This design comes from an exercise in tuning for small area, a short achievable clock period and few clock cycles per item on the open sky130 flow, not from production work. Only simulation tests tie the RTL to the original design; equivalence was not proved.

## run 1
Design wsr_ramp_scaler, start of the top module:
module wsr_ramp_scaler (
    input  wire        clk,
    input  wire        rst,
    input  wire        cmd_valid,
    output wire        cmd_ready,
    input  wire [31:0] cmd_gs,
    input  wire [31:0] cmd_ge,
    input  wire [15:0] cmd_n,
    input  wire [7:0]  cmd_c,
    input  wire        in_valid,
    output wire        in_ready,
    input  wire [31:0] in_data,
    output reg         out_valid,
    input  wire        out_ready,
    output reg  [31:0] out_data,
    output reg         out_last
);
    reg         cmd_rdy, in_rdy, in_rdy_o;
    assign cmd_ready = cmd_rdy;
    assign in_ready  = in_rdy_o;     
    reg         p_valid, p_subbed, p_loaded, p_nz;
    reg  [31:0] p_gs, p_ge;
    reg  [15:0] p_n;
    reg  [7:0]  p_c;
    reg         r_active, r_first;
    reg  [15:0] r_cnt;           
    reg  [31:0] gs_cur;
    reg         q_valid, q_sub, q_first, q_lastf;
    reg  [23:0] x_mbig, x_msmall;
    reg  [4:0]  x_dsh;
    reg  [7:0]  x_ebig;
    reg         x_addsub, x_sign, x_zsign, x_nan, x_inf;
    reg         a1_valid, a1_sub, a1_first, a1_lastf;
    reg  [27:0] a1_sum;
    reg  [7:0]  a1_ebig;
    reg         a1_sign, a1_zsign, a1_nan, a1_inf;
    reg         g_valid, g_lastf;
    reg         g_sign, g_nan, g_inf, g_zero;
    reg  signed [9:0] g_exp;
    reg  [22:0] g_man;
    reg         s0_valid, s0_nrm, s0_sign, s0_hid;
    reg  [7:0]  s0_expf;
    reg  [22:0] s0_man;
    reg  [4:0]  s0_k;
    reg  [7:0]  chan, cm1;
    reg         s1_valid, s1_dn, s1_last, s1_sign, s1_st;
    reg  [25:0] s1_p;
    reg  signed [10:0] s1_e;
    reg  [1:0]  s1_kind;
    reg         ob_valid, ob_last;
    reg  [31:0] ob_data;
    wire        go        = !ob_valid;
    wire        s1_stall  = s1_valid && s1_dn;
    wire        s1_adv    = go && !s1_stall;
    wire        s0_dep    = s0_valid && !s0_nrm && s1_adv && g_valid;
  ...
export LEC_CHECK = 0
export CAP_MARGIN = 20
export CORE_MARGIN = 2
export CORE_UTILIZATION = 40
export SLEW_MARGIN = 20
create_clock -name core_clock -period 36.0 [get_ports {clk}]
standard.sh (not shown) runs the stock make flow with config.mk's settings and CLKGATE_MAP_FILE= SYNTH_SCRIPT=/design/flow/synth_recipe.tcl, a recipe that flattens the netlist after the stock synthesis.
==> flow/flow/run.sh <==
#!/bin/bash
# Own layout flow: the standard flow (standard.sh, unchanged synthesis),
# with the resizer's setup repair asked to keep a margin below the clock
# period, so that it sizes the cells on the longest paths instead of leaving
# the minimum-size cells that synthesis gave. The constraints (SDC) are
# the standard flow's own and unchanged. Each step's full output goes to a log here.
set -euo pipefail
export SETUP_SLACK_MARGIN=27.2
bash standard.sh synth > synth.log 2>&1
bash standard.sh finish > layout.log 2>&1
Run 1 | stages: all done | timing, DRC, antenna: all pass
Testbench counts of run 1, summed over its fixed seeds: cycles 52,356, samples 52,064.
#### Input delta (run 2 over run 1)
==> flow/run.sh (new file) <==
#!/bin/bash
# synth_recipe.tcl (not shown) runs the flow's synth.tcl, then flattens the netlist and writes it again
# the make line also repeats each setting of config.mk as NAME=value (left out here)
make -C /OpenROAD-flow-scripts/flow DESIGN_CONFIG=/design/flow/config.mk WORK_HOME=/design/flow/orfs CLKGATE_MAP_FILE= SYNTH_SCRIPT=/design/flow/synth_recipe.tcl finish
removed: flow/flow/run.sh
removed: flow/standard.sh
Results
Fraction of layout instances using a drive strength above 1: run 2 vs run 1 down 0.28 points. Re cell area after synthesis: no difference whatsoever between run 1 and run 2. Per the comparison of run 2 with run 1, smallest setup slack after layout lower; count of TritonRoute iterations in the first routing pass dropped 2; placed instance area closely matched the old numbers. Re period utilization: run 2 is 2.2 points up on run 1. Mean routed wirelength per cell delta (run 2 -> run 1): insignificant. Run 2 went all the way through the flow, and no timing, DRC or antenna check failed. Run 2: signed area change from the synthesized netlist to the final layout is 0.21 points lower than what run 1 reported.

[re-timing with driven ports]
The results above use ideal ports. As a check the final layouts listed here were re-extracted and re-timed, cells and wires unchanged.
Step 1, drivers: a clkbuf_16 drives clk and a buf_2 each remaining input, both assumed.
Step 2, shift: input delay + t, output delay - t, t = (earliest + latest rising clock arrival at the registers) / 2. This alone moves slack from input paths to output paths.
Three values: ideal, step 1, step 2; two values: the first two.
run | t (ns) | slack for setup (ns) | slew at the worst register clock pin (ns) | pins driven straight from the clock port
run 1 | 0.740 | 27.213 / 27.205 / 26.522 | 0.07 / 0.07 | 1
run 2 | 0.739 | 26.438 / 26.486 / 25.747 | 0.06 / 0.06 | 1
After both steps setup and hold are still met in every run listed.
